From an optimization exercise on the open Yosys and OpenROAD flow, aimed at small area, a short achievable clock period and few clock cycles; shortcuts taken in it are not production practice. No functional check of the RTL was part of this run. Power is estimated from default activity; no workload was simulated.

--- flow/config.mk ---
export PLATFORM = sky130hd
export DESIGN_NAME = vm16_core
export DESIGN_NICKNAME = vm16_core
export VERILOG_FILES = /design/flow/design.v
export SDC_FILE = /design/flow/constraint.sdc
export NUM_CORES = 4
export LEC_CHECK = 0
export CAP_MARGIN = 20
export CORE_MARGIN = 2
export CORE_UTILIZATION = 60
export SETUP_SLACK_MARGIN = 4.0
export SLEW_MARGIN = 20
export TNS_END_PERCENT = 0
--- flow/constraint.sdc ---
create_clock -name core_clock -period 8.0 [get_ports {clk}]
set_input_delay 1.6000 -clock core_clock [delete_from_list [all_inputs] [get_ports {clk}]]
set_output_delay 1.6000 -clock core_clock [all_outputs]
set_load 0.01 [all_outputs]
--- flow/design.v ---
module vm16_core (
    input  wire        clk,
    input  wire        rst,         
    output reg         mem_req,
    output reg         mem_we,
    output reg  [15:0] mem_addr,
    output wire [15:0] mem_wdata,
    input  wire [15:0] mem_rdata,
    input  wire        mem_ready,
    input  wire        in_valid,
    input  wire [7:0]  in_data,
    output reg         in_ready,
    output reg         out_valid,
    output reg  [7:0]  out_data,
    input  wire        out_ready,
    output wire        halted
);
    localparam [15:0] RESET_PC = 16'h3000;
    localparam [2:0] F_POS = 3'b001, F_ZRO = 3'b010, F_NEG = 3'b100;
    localparam [3:0] OP_BR   = 4'h0, OP_ADD = 4'h1, OP_LD  = 4'h2, OP_ST   = 4'h3,
                     OP_JSR  = 4'h4, OP_AND = 4'h5, OP_LDR = 4'h6, OP_STR  = 4'h7,
                     OP_RTI  = 4'h8, OP_NOT = 4'h9, OP_LDI = 4'hA, OP_STI  = 4'hB,
                     OP_JMP  = 4'hC, OP_RES = 4'hD, OP_LEA = 4'hE, OP_TRAP = 4'hF;
    localparam [3:0] S_FETCH   = 4'd0,   
                     S_RUN     = 4'd1,   
                     S_IND     = 4'd2,   
                     S_STR_RD  = 4'd3,   
                     S_STR_LO  = 4'd4,   
                     S_STR_HI  = 4'd5,   
                     S_IN_SP   = 4'd6,   
                     S_IN_WAIT = 4'd7,   
                     S_IN_ECHO = 4'd8,   
                     S_H_A     = 4'd9,   
                     S_H_L     = 4'd10,  
                     S_H_T     = 4'd11,  
                     S_H_NL    = 4'd12,  
                     S_HALTED  = 4'd13;
    reg [15:0] regs [0:7];
    reg [15:0] pc;        
    reg [2:0]  cond;
    reg [3:0]  state;
    reg [15:0] ir;        
    reg        putsp;
    reg [15:0] opa, opb;
    reg        ea_c;
    reg [15:0] tgt;       
    reg        d_ea;      
    reg        d_pcrel;   
    reg        d_br;      
    reg        d_opa;     
    wire [3:0]  opcode = ir[15:12];
    wire [2:0]  dr     = ir[11:9];
    wire [7:0]  vector = ir[7:0];
    wire run = (state == S_RUN);
    wire op_ld   = opcode == OP_LD;
    wire op_st   = opcode == OP_ST;
    wire op_jsr  = opcode == OP_JSR;
    wire op_ldr  = opcode == OP_LDR;
    wire op_str  = opcode == OP_STR;
    wire op_ldi  = opcode == OP_LDI;
    wire op_sti  = opcode == OP_STI;
    wire op_trap = opcode == OP_TRAP;
    wire tr_getc  = op_trap & (vector == 8'h20);
    wire tr_out   = op_trap & (vector == 8'h21);
    wire tr_puts  = op_trap & (vector == 8'h22);
    wire tr_in    = op_trap & (vector == 8'h23);
    wire tr_putsp = op_trap & (vector == 8'h24);
    wire tr_halt  = op_trap & (vector == 8'h25);
    wire op_mem  = op_ld | op_st | op_ldr | op_str | op_ldi | op_sti;
    wire op_long = tr_puts | tr_putsp | tr_in | tr_halt;
    wire [15:0] r0_val = regs[0];
    wire [15:0] sum = opa + opb;
    reg  [9:0] base_p1, base_m1;
    integer k;
    always @(*) begin
        for (k = 0; k < 10; k = k + 1) begin
            base_p1[k] = opa[6+k] ^  (&(opa[15:6] |  ({10{1'b1}} << k)));
            base_m1[k] = opa[6+k] ^ ~(|(opa[15:6] &  ~({10{1'b1}} << k)));
        end
    end
    wire [9:0]  ea_hi = (ea_c == ir[5]) ? opa[15:6] : ea_c ? base_p1 : base_m1;
    wire [15:0] ea    = {ea_hi, opa[5:0]};
    wire taken = d_br & ((dr & cond) != 3'b000);
    wire use_opa = (state == S_IND) | (state == S_STR_RD) |
                   (state == S_STR_LO) | (state == S_STR_HI);
    always @(*) begin
        if (run & d_ea)
            mem_addr = ea;
        else if (run & (d_pcrel | taken))
            mem_addr = tgt;
        else if ((run & d_opa) | use_opa)
            mem_addr = opa;
        else
            mem_addr = pc;
    end
    wire run_out = run & (tr_out | tr_in | tr_halt);
    wire run_in  = run & tr_getc;
    wire hi_next = putsp & (ir[15:8] != 8'h00);
    assign mem_wdata = opb;
    assign halted    = (state == S_HALTED) | ((state == S_H_NL) & out_ready);
    always @(*) begin
        mem_req   = 1'b0;
        mem_we    = 1'b0;
        in_ready  = 1'b0;
        out_valid = 1'b0;
        out_data  = r0_val[7:0];
        case (state)
            S_FETCH:   mem_req = 1'b1;
            S_RUN: begin
                mem_req   = ~op_long;
                mem_we    = op_st | op_str;
                in_ready  = tr_getc;
                out_valid = tr_out | tr_in | tr_halt;
                if (tr_in)   out_data = 8'h3E;  
                if (tr_halt) out_data = 8'h48;  
            end
            S_IND: begin
                mem_req = 1'b1;
                mem_we  = op_sti;
            end
            S_STR_RD:  mem_req = 1'b1;
            S_STR_LO: begin
                mem_req   = ~hi_next;
                out_valid = 1'b1;
                out_data  = ir[7:0];
            end
            S_STR_HI: begin
                mem_req   = 1'b1;
                out_valid = 1'b1;
                out_data  = ir[15:8];
            end
            S_IN_SP:   begin out_valid = 1'b1; out_data = 8'h20; end
            S_IN_WAIT: in_ready = 1'b1;
            S_IN_ECHO: begin mem_req = 1'b1; out_valid = 1'b1; end
            S_H_A:     begin out_valid = 1'b1; out_data = 8'h41; end
            S_H_L:     begin out_valid = 1'b1; out_data = 8'h4C; end
            S_H_T:     begin out_valid = 1'b1; out_data = 8'h54; end
            S_H_NL:    begin out_valid = 1'b1; out_data = 8'h0A; end
            default: ;
        endcase
    end
    wire stall = (run_out & ~out_ready) | (run_in & ~in_valid);
    reg        we;
    reg [2:0]  widx;
    reg [15:0] wdata;
    reg        setcc;
    always @(*) begin
        we    = 1'b0;
        widx  = dr;
        wdata = mem_rdata;
        setcc = 1'b0;
        if (run) begin
            case (opcode)
                OP_ADD: begin we = 1'b1; setcc = 1'b1; wdata = sum; end
                OP_AND: begin we = 1'b1; setcc = 1'b1; wdata = opa & opb; end
                OP_NOT: begin we = 1'b1; setcc = 1'b1; wdata = ~opa; end
                OP_LEA: begin we = 1'b1; setcc = 1'b1; wdata = tgt; end
                OP_LD, OP_LDR: begin we = 1'b1; setcc = 1'b1; end
                OP_JSR: begin we = 1'b1; widx = 3'd7; wdata = pc; end
                OP_TRAP: if (tr_getc) begin
                    we = 1'b1; widx = 3'd0; wdata = {8'h00, in_data};
                end
                default: ;
            endcase
        end else if (state == S_IND) begin
            we = op_ldi; setcc = op_ldi;
        end else if (state == S_IN_WAIT) begin
            we = 1'b1; widx = 3'd0; wdata = {8'h00, in_data};
        end
    end
    wire [2:0] flags = (wdata == 16'h0000) ? F_ZRO : wdata[15] ? F_NEG : F_POS;
    wire fetch_cyc = (state == S_FETCH) | (state == S_IN_ECHO & out_ready) |
                     (run & ~op_mem & ~op_long & ~stall);
    wire [3:0]  nop    = mem_rdata[15:12];
    wire        nb_sr  = (nop == OP_ST) | (nop == OP_STR) | (nop == OP_STI);
    wire        nimm   = mem_rdata[5] & ((nop == OP_ADD) | (nop == OP_AND));
    wire        n_ea   = (nop == OP_LDR) | (nop == OP_STR);
    wire        n_jsr  = (nop == OP_JSR);
    wire [2:0]  na_idx = mem_rdata[8:6];
    wire [2:0]  nb_idx = nb_sr ? mem_rdata[11:9] : mem_rdata[2:0];
    wire [15:0] na_val = (we && widx == na_idx) ? wdata : regs[na_idx];
    wire [15:0] nb_val = nimm ? {{11{mem_rdata[4]}}, mem_rdata[4:0]} :
                         (we && widx == nb_idx) ? wdata : regs[nb_idx];
    wire [6:0]  n_lo   = {1'b0, na_val[5:0]} + {1'b0, mem_rdata[5:0]};
    wire [15:0] n_off  = n_jsr ? {{5{mem_rdata[10]}}, mem_rdata[10:0]}
                               : {{7{mem_rdata[8]}},  mem_rdata[8:0]};
    wire [16:0] n_tgt  = {mem_addr, 1'b1} + {n_off, 1'b1};
    wire [15:0] opa_inc = opa + 16'd1;
    integer i;
    always @(posedge clk) begin
        if (rst) begin
            for (i = 0; i < 8; i = i + 1)
                regs[i] <= 16'h0000;
            cond  <= 3'b000;
            pc    <= RESET_PC;
            state <= S_FETCH;
        end else begin
            if (we) regs[widx] <= wdata;
            if (setcc) cond <= flags;
            if (fetch_cyc) begin
                pc <= mem_addr + {15'd0, mem_ready};
                if (mem_ready) begin
                    ir      <= mem_rdata;
                    opa     <= n_ea ? {na_val[15:6], n_lo[5:0]} : na_val;
                    ea_c    <= n_lo[6];
                    opb     <= nb_val;
                    tgt     <= n_tgt[16:1];
                    d_ea    <= n_ea;
                    d_pcrel <= (nop == OP_LD) | (nop == OP_ST) | (nop == OP_LDI) |
                               (nop == OP_STI) | (n_jsr & mem_rdata[11]);
                    d_br    <= (nop == OP_BR);
                    d_opa   <= (nop == OP_JMP) | (n_jsr & ~mem_rdata[11]);
                    state   <= S_RUN;
                end else begin
                    state <= S_FETCH;
                end
            end else begin
                case (state)
                    S_RUN: begin
                        if (op_mem) begin
                            if (mem_ready) begin
                                opa   <= mem_rdata;
                                state <= (op_ldi | op_sti) ? S_IND : S_FETCH;
                            end
                        end else if (tr_puts | tr_putsp) begin
                            opa   <= r0_val;
                            putsp <= vector[2];
                            state <= S_STR_RD;
                        end else if (tr_in) begin
                            if (out_ready) state <= S_IN_SP;
                        end else if (tr_halt) begin
                            if (out_ready) state <= S_H_A;
                        end
                    end
                    S_IND: if (mem_ready) state <= S_FETCH;
                    S_STR_RD: if (mem_ready) begin
                        ir    <= mem_rdata;
                        opa   <= opa_inc;
                        state <= (mem_rdata == 16'h0000) ? S_FETCH : S_STR_LO;
                    end
                    S_STR_LO, S_STR_HI: if (out_ready) begin
                        if (state == S_STR_LO && hi_next) begin
                            state <= S_STR_HI;
                        end else if (mem_ready) begin
                            ir    <= mem_rdata;
                            opa   <= opa_inc;
                            state <= (mem_rdata == 16'h0000) ? S_FETCH : S_STR_LO;
                        end else begin
                            state <= S_STR_RD;
                        end
                    end
                    S_IN_SP:   if (out_ready) state <= S_IN_WAIT;
                    S_IN_WAIT: if (in_valid)  state <= S_IN_ECHO;
                    S_H_A:     if (out_ready) state <= S_H_L;
                    S_H_L:     if (out_ready) state <= S_H_T;
                    S_H_T:     if (out_ready) state <= S_H_NL;
                    S_H_NL:    if (out_ready) state <= S_HALTED;
                    S_IN_ECHO: ;   
                    S_HALTED:  ;
                    default:   state <= S_FETCH;
                endcase
            end
        end
    end
endmodule
--- flow/run.sh ---
#!/bin/bash
# synth_recipe.tcl (not shown) runs the flow's synth.tcl, then flattens the netlist and writes it again
# the make line also repeats each setting of config.mk as NAME=value (left out here)
make -C /OpenROAD-flow-scripts/flow DESIGN_CONFIG=/design/flow/config.mk WORK_HOME=/design/flow/orfs CLKGATE_MAP_FILE= SYNTH_SCRIPT=/design/flow/synth_recipe.tcl finish
==> notes.md <==
-- per-stage QoR --
step / hold WS [ps] / power [mW] / util
after floorplan: 424 / 2.05 / -
after global placement: 440 / 2.33 / 0.650
after detailed placement: 452 / 2.35 / 0.650
after CTS: 464 / 3.56 / 0.698
after global routing: 507 / 3.76 / 0.730
final: 468 / 3.65 / 0.730
-- metal layers --
metal  global-route usage  share of wire  vias up
li1                     -              -     6404
met1                0.523           0.38     7175
met2                0.605           0.46     1100
met3               0.0662           0.11      222
met4                0.158          0.052        0
met5                    0              0        -
-- synthesized netlist by cell type (39+ instances only) --
cell        n
xnor2_1    39
nand3_1    41
clkbuf_1  100
inv_1      46
o21ai_0   105
edfxtp_1  198
mux4_2     64
nor2_1    199
nand2_1   158
ha_1       40
mux2i_1    53
a21oi_1   103
-- power by group --
| group | switching, mW | leakage (nW) | total, mW | internal, mW |
|---|---|---|---|---|
| sequential | 0.0792 | 2.17 | 1.43 | 1.35 |
| clock | 0.496 | 0.408 | 1.19 | 0.695 |
| combinational | 0.587 | 4.81 | 1.03 | 0.440 |
| total | 1.16 | 7.39 | 3.65 | 2.49 |
-- cell type report --
cell class,count,area (µm²),share of cell area
Tap cell,335,419,0.0220
Multi-Input combinational cell,1246,9480,0.497
Clock inverter,12,151,0.00793
Clock buffer,34,679,0.0356
Inverter,46,173,0.00905
Timing Repair Buffer,188,1770,0.0929
Sequential cell,221,6410,0.336
-- final timing paths --
check        startpoint            to  slack [ps]  cells after the start
max                ea_c  mem_addr[14]        3450                      9
max reg2reg    state[2]        opa[5]        3500                     18
min reg2reg       pc[0]         pc[0]         470                      2
min               pc[0]         pc[0]         470                      2
-- flip-flops by register name, summed over array words and instances, names as in the netlist, 3 cells and up --
name and cells:
cond 3, state 4, opa 16, opb 16, pc 16, ir 16
regs 128, tgt 16
-- critical path, cell delays in order, from the launching register on --
cell	delay (ps)
edfxtp_1	510
or4b_4	590
nor4_4	320
buf_4	170
nand3_2	80
nor2b_4	140
xnor2_1	120
mux2i_1	210
inv_1	100
clkbuf_2	140
-- kinds of logic (layout without fill, tap and decap cells) --
group                      after synthesis  after routing
AOI/OAI and AO/OA                      417            421
xor gates and xnor gates                58             58
adders and majority gates               43             43
buffers and inverters                  175            280
DFF                                    221            221
muxes                                  150            150
and+or+nand+nor                        573            574
-- repair_timing --
item / 4_1_cts / 5_1_grt
endpoints found under the setup margin: 296 / 262
resized for setup: 50 / 100
cloned: 2 / 5
pin swaps: 10 / 24
buffers inserted: 20 / 55
==> out/summary.txt <==
Clk Latency, worst-skew pair = 560 ps
Worst-Margin Slew = 1060 ps
sequential area share after synthesis = 0.400
Setup TNS = 0 ps
gr ovfl total = 0
Core ar. = 26,100 µm²
synthesized area per cell = 9.78 µm²
period utilization = 0.568
Post-Synth XOR/XNOR Area = 0.0326
Period minus WS final = 4550 ps
Startpoint Class = flop
Setup CP Type = flop to output pin
placed cell area = 17,000 µm²
Die X = 167 µm
GRT Overall Usage = 0.381
DR WL/cell = 27.1 µm
Area contributors post-synth = edfxtp_1, mux4_2, nor2_1
die outline height = 167 µm
mux share of post-synthesis cell area = 0.146
commonest non-fill, non-tap cell in the layout = nor2_1
Root Driver = clkbuf_16
total CTS buffers = 25
clk_skew = 19.4 ps
H-tree depth = 1
Critical Path AT = 2950 ps
Initial Util = 0.613
largest net degree at the start of global routing = 43
synth unique cells = 89
Pleak = 7.39 nW
max cap viols = 0
main flop type after synthesis = edfxtp_1
status = timing/DRC/antenna clean
Finished Cell Area = 19,100 µm²
Synth Area in Adders = 0.0350
Placed Instances = 1,954
initial antenna violation count = 0
Hold Fails Final Rpt = 0
area leader, netlist = edfxtp_1
syn_nets = 1,709
Synth top area share = 0.371
Slew headroom = 0.288
final worst slack = 3450 ps
via count = 14,900
Worst IR Drop VDD = 0.235 mV
# diodes = 0
Post-synth EDFFs = 198
number of global-route vias before repair = 13,500
post-synthesis instance area = 16,000 µm²
Ys Warns = 1
Req. time, crit path = 6400 ps
post-synthesis simple-gate area fraction = 0.173
most frequent cells in the layout = nor2_1, edfxtp_1, nand2_1, buf_4, o21ai_0
fin cells = 2,082
clk buf depth = 3
nets = 1,800
clock sinks = 221
Die Footprint = 28,000 µm²
largest family of logic cells by synthesized area = simple AND/OR/NAND/NOR gates
cell row count = 59
RSZ-0062 raised after global routing = true
DR pass1 iterations = 17
Final setup violation count = 0
clock-pin slew on the worst setup and hold paths = 60 ps
PortBufs = 73
Compound-Gate Fraction of Synth Area = 0.170
dpl ws = 2100 ps
Max Clk Rate = 220 MHz
gpl congestion = 0.988
DRC errors left = 0
fillcell total = 1,893
Synth Register Bits = 221
CTS tree = done
share of layout cells above drive strength 1 = 0.202
Iter 0 DRT Violations = 2,170
CTS Hold Bufs = 0
antenna viol nets, final = 0
vias per cell = 7.16
asr flop ratio synth = 0
final slew viol count = 0
CP max FO = 3
CP Capture Type = output pin
P per Cell Area = 191 nW/µm²
post-synthesis cell count = 1,637
first-pass GRT wire length = 82,100 µm
DRT Wirelength = 56,300 µm
worst min-delay path category = flop to flop
DP HPWL = 37,600 µm
area delta synth->final = 19.2%
IO Pins = 74

port drivers added, routing unchanged:
The results above use ideal ports. As a check the final layout listed here was re-extracted and re-timed, cells and wires unchanged.
Step 1 assumes that a clkbuf_16 drives the clock port and a buf_2 every other input.
Step 2 times the ports against the registers' clock, not the clock port: input delays grow and output delays shrink by t, the midpoint of the rising clock arrivals with the driver on.
Slacks: ideal ports / drivers / drivers and shift; pairs: ideal ports / drivers.
t, ns: 0.602
setup slack, ns: 3.454 / 3.405 / 2.931
clock arrival spread, ns: 0.020 / 0.020
After both steps this run still meets setup and hold. For this run, drivers alone change the setup slack by -0.049 ns; drivers and shift together by -0.523 ns.
